What follows belongs to an exercise in optimizing a design on an open flow for small area, a short achievable clock period and few clock cycles; a production flow would make more cautious choices.
The RTL was checked by simulation tests, not by an equivalence proof against the original design.
No activity file was given, so power comes from the tool's default toggle rates.

==> inputs of trial 77 <==
Design ring_view_ctrl, start of the top module:
module ring_view_ctrl (
    input  wire        clk,
    input  wire        rst,           
    input  wire        cmd_valid,
    output wire        cmd_ready,
    input  wire [31:0] cmd_data,
    output wire        rsp_valid,
    input  wire        rsp_ready,
    output wire [31:0] rsp_data,
    output wire        rsp_last
);
clock: 55.0 ns
lec_check: 0
cap_margin: 20
core_margin: 2
core_utilization: 40
cts_cluster_diameter: 80
cts_cluster_size: 24
slew_margin: 20
standard.sh (not shown) runs the stock make flow with config.mk's settings and CLKGATE_MAP_FILE= SYNTH_SCRIPT=/design/flow/synth_recipe.tcl, a recipe that flattens the netlist after the stock synthesis.
==> flow/flow/run.sh <==
#!/bin/bash
# The standard layout (standard synthesis, floorplan, placement, CTS, routing) with two changes:
# the port buffers that buffer_ports inserts are plain buf_4 cells instead of its default
# delay cells, and the resizer's timing repair aims for 43 ns of setup slack at the design's
# 55 ns clock (so it also works on paths that already meet 55 ns). The SDC is the standard flow's, unchanged.
set -euo pipefail
export BUFFER_PORTS_ARGS="-buffer_cell sky130_fd_sc_hd__buf_4"
export SETUP_SLACK_MARGIN=43
bash standard.sh finish > standard_flow.log 2>&1
==> build 35: changes against trial 77 <==
--- a/flow/design.v
+++ b/flow/design.v
@@ -84,13 +84,15 @@
     wire in_dump = in_ring & (in_op[1:0] == 2'd3);
     wire in_ringok = in_ds0 & (cmd_data[17:15] == 3'd0);
     wire in_devz   = (cmd_data[23:20] == 4'd0);
     wire in_multi  = (in_op == 6'h01) | (in_op == 6'h02) | (in_op == 6'h08);
     wire in_usedok = in_used & in_ringok;
     wire in_dumpok = in_dump & in_ringok;
-    wire [1:0] in_st = (in_init | in_ring) ? {1'b0, in_init ? ~in_devz : ~in_ringok} : 2'd3;
+    wire [1:0] in_st = {1'b0, (in_op == 6'h03) ? ~in_devz : ~in_ringok};
+    wire       in_ill = ~(in_multi | in_init | in_upd | in_used | in_dump);
+    wire       rlx    = rl;
     wire dev_ok   = f_ds0;
     wire ring_ok  = f_ds0 & f_rhi0;
     wire k_multi  = k_rd | k_wr | k_cfg;
     wire bad_cw   = cw1 & k_multi & ~(f_hi0 & f_lo0 & (f_rg0 | k_cfg));
     wire init_go  = cw1 & k_init & f_hi0 & f_lo0 & f_rg0 & f_sub0 & f_devz;
     wire upd_go   = cw1 & k_upd & f_hi0 & f_lo0 & ring_ok;
@@ -164,13 +166,13 @@
     wire [31:0] rsp_nx = k_dump ? dump_nx :
                          k_used ? (cf[r] ? {{10{occ_cur[21]}}, occ_cur} : 32'd0) :
                                   {11'd0, ptr_rd};
     assign cmd_ready = cr;
     assign rsp_valid = rv;
     assign rsp_data  = rd;
-    assign rsp_last  = rl;
+    assign rsp_last  = rlx;
     integer i;
     always @(posedge clk) begin
         if (rst) begin
             rv        <= 1'b0;
             rl        <= 1'b0;
             rd        <= 32'd0;
@@ -233,14 +235,12 @@
                     f_rhi0  <= (cmd_data[17:15] == 3'd0);
                     r       <= cmd_data[14:12];
                     ridx    <= 4'd0;
                     lastw   <= in_rd;
                     wp      <= in_multi ? 5'b00010 : 5'b00001;
                     rv      <= ~in_multi;
-                    rd[1:0] <= in_st;
-                    rl      <= ~(in_usedok | in_dumpok);
                     cpend   <= (in_op == 6'h0B);
                     wpend   <= (in_op == 6'h0B);
                 end else begin
                     wp    <= lastw ? 5'b00001 : {wp[3:0], 1'b0};
                     lastw <= (k_wr & wp[1]) | (k_cfg & wp[3]);
                     rv    <= lastw;
@@ -254,19 +254,12 @@
                     if (wp[3]) begin
                         x3     <= cmd_data[19:0];
                         x3_big <= (cmd_data[31:20] != 12'd0);
                     end
                     if (wp[4]) x4 <= cmd_data[16:0];
                     wv <= cmd_data[20:0];
-                    rl <= ~(k_rd & dev_ok & in_aok);
-                    if (k_rd)
-                        rd[1:0] <= {1'b0, ~(dev_ok & in_aok)};
-                    else if (k_wr)
-                        rd[1:0] <= {1'b0, ~(dev_ok & a_ok)};
-                    else
-                        rd[1:0] <= {1'b0, cfg_st};
                     wr_go  <= lastw & k_wr & dev_ok & a_ok;
                     cfg_go <= lastw & k_cfg & cfg_ok;
                     if (lastw & k_cfg & cfg_ok) begin
                         bpend <= 1'b1;
                         br    <= r;
                     end
@@ -276,16 +269,16 @@
                 wp      <= 5'b00001;
                 rv      <= 1'b1;
                 rl      <= 1'b1;
                 rd[1:0] <= 2'd3;
             end
             cr <= hs_cmd ? (wp[0] ? (in_multi & ~((in_op == 6'h08) & bpend_n)) : ~lastw)
-                         : ~((rv & ~(rsp_ready & rl)) | bad_cw | busy_n | wt |
+                         : ~((rv & ~(rsp_ready & rlx)) | bad_cw | busy_n | wt |
                              (bpend_n & k_cfg & wp[1]));
             if (hs_rsp) begin
-                if (rl) begin
+                if (rlx) begin
                     rv <= 1'b0;
                     rl <= 1'b0;
                 end else if (!nx_rdy) begin
                     rv <= 1'b0;
                     wt <= 1'b1;
                 end else begin
@@ -298,12 +291,27 @@
                 wt   <= 1'b0;
                 rv   <= 1'b1;
                 ridx <= ridx + 4'd1;
                 rd   <= rsp_nx;
                 rl   <= ridx == 4'd12;
             end
+            if (hs_cmd) begin
+                if (wp[0]) begin
+                    rd[1:0] <= in_st | {2{in_ill}};
+                    rl      <= in_ill | ~(((in_op == 6'h0A) | (in_op == 6'h0B)) & in_ds0 &
+                                          (cmd_data[17:15] == 3'd0));
+                end else begin
+                    rl      <= ~(k_rd & dev_ok & in_aok);
+                    if (k_rd)
+                        rd[1:0] <= {1'b0, ~(dev_ok & in_aok)};
+                    else if (k_wr)
+                        rd[1:0] <= {1'b0, ~(dev_ok & a_ok)};
+                    else
+                        rd[1:0] <= {1'b0, cfg_st};
+                end
+            end
             if (wr_go) begin
                 if (a_tail) tv[r] <= 1'b1;
                 else        hv[r] <= 1'b1;
             end
             if (cy[ph])
                 cy[ph] <= 1'b0;
- CORE_UTILIZATION: 40 -> 55
==> summary of the runs <==
- Of build 35 and trial 77, trial 77 has the higher via count (gap about 4%, measured against trial 77).
- Between build 35 and trial 77, the lower sequential share of layout area is in trial 77 (gap 0.75 points).
- Clock skew: trial 77 is higher than build 35 (0.056 ns).
- Against trial 77, the area after synthesis of build 35 is smaller by 0.57%.
- Against build 35, the worst setup slack of trial 77 is lower by 0.17 ns.
- In trial 77 the final area is larger than in build 35, by about 1.5%.
- Core utilization: trial 77 is lower than build 35 (16 points).
- In trial 77 the clock power is higher than in build 35, by about 0.6%.
- Of build 35 and trial 77, trial 77 has the higher first-iteration DRC count (gap about 20%, measured against trial 77).
==> figures <==
quantity                                                              trial 77                 build 35
Run status                                             complete, no violations  complete, no violations
Worst slew margin relative to its limit                                  22.4%                    17.7%
Critical path required time                                           55.67 ns                 44.00 ns
Final-layout clock buffer total                                            146                      144
Clock distribution power                                            0.000985 W               0.000979 W
Total power after layout                                             0.00337 W                0.00324 W
Top-area cell type share of the netlist area                             47.4%                    47.6%
Non-clk buf share                                                        2.21%                    2.24%
Transition time at the pin with the least slew margin                  1.15 ns                  1.23 ns
Met3 Wirelength                                                       24100 um                 20500 um
Flop2flop setup slack                                                 43.61 ns                 44.39 ns
Number of distinct library cells after synthesis                           104                       81
Number of buffers added for setup after CTS                                 14                       24
Mean cell area of the mapped netlist                                11.1 sq um               11.5 sq um
Final period utilization                                                 22.7%                    22.4%
DRT Pass-1 Iters                                                            10                        8
Cell Pwr Density                                                  37.9 nW/um^2             36.9 nW/um^2
Combinational power                                                 0.000677 W               0.000551 W
Antenna cells                                                                4                        8
Testbench counts of trial 77, summed over its fixed seeds: cycles 40,688.
Testbench counts of build 35, summed over its fixed seeds: cycles 40,688.

## port drivers added, routing unchanged
No port has a modelled driver above. Below, the same layouts with a new extraction and two added sets of constraints.
Step 1: set_driving_cell puts a clkbuf_16 on clk and a buf_2 on each other input, an assumption about the parent block.
Step 2 also shifts input and output timing later by t, the mid clock arrival at the registers, as if the neighbouring blocks saw the same clock.
Slacks: ideal ports / drivers / drivers and shift; pairs: ideal ports / drivers.
run	t (ns)	slack for setup (ns)	cell pins on the clock port's net
trial 77	0.892	42.508 / 42.536 / 41.672	1
build 35	0.861	42.681 / 42.596 / 41.980	1
After both steps setup and hold are still met in every run listed. For trial 77, which loses most, drivers alone change the setup slack by +0.028 ns; drivers and shift together by -0.836 ns.
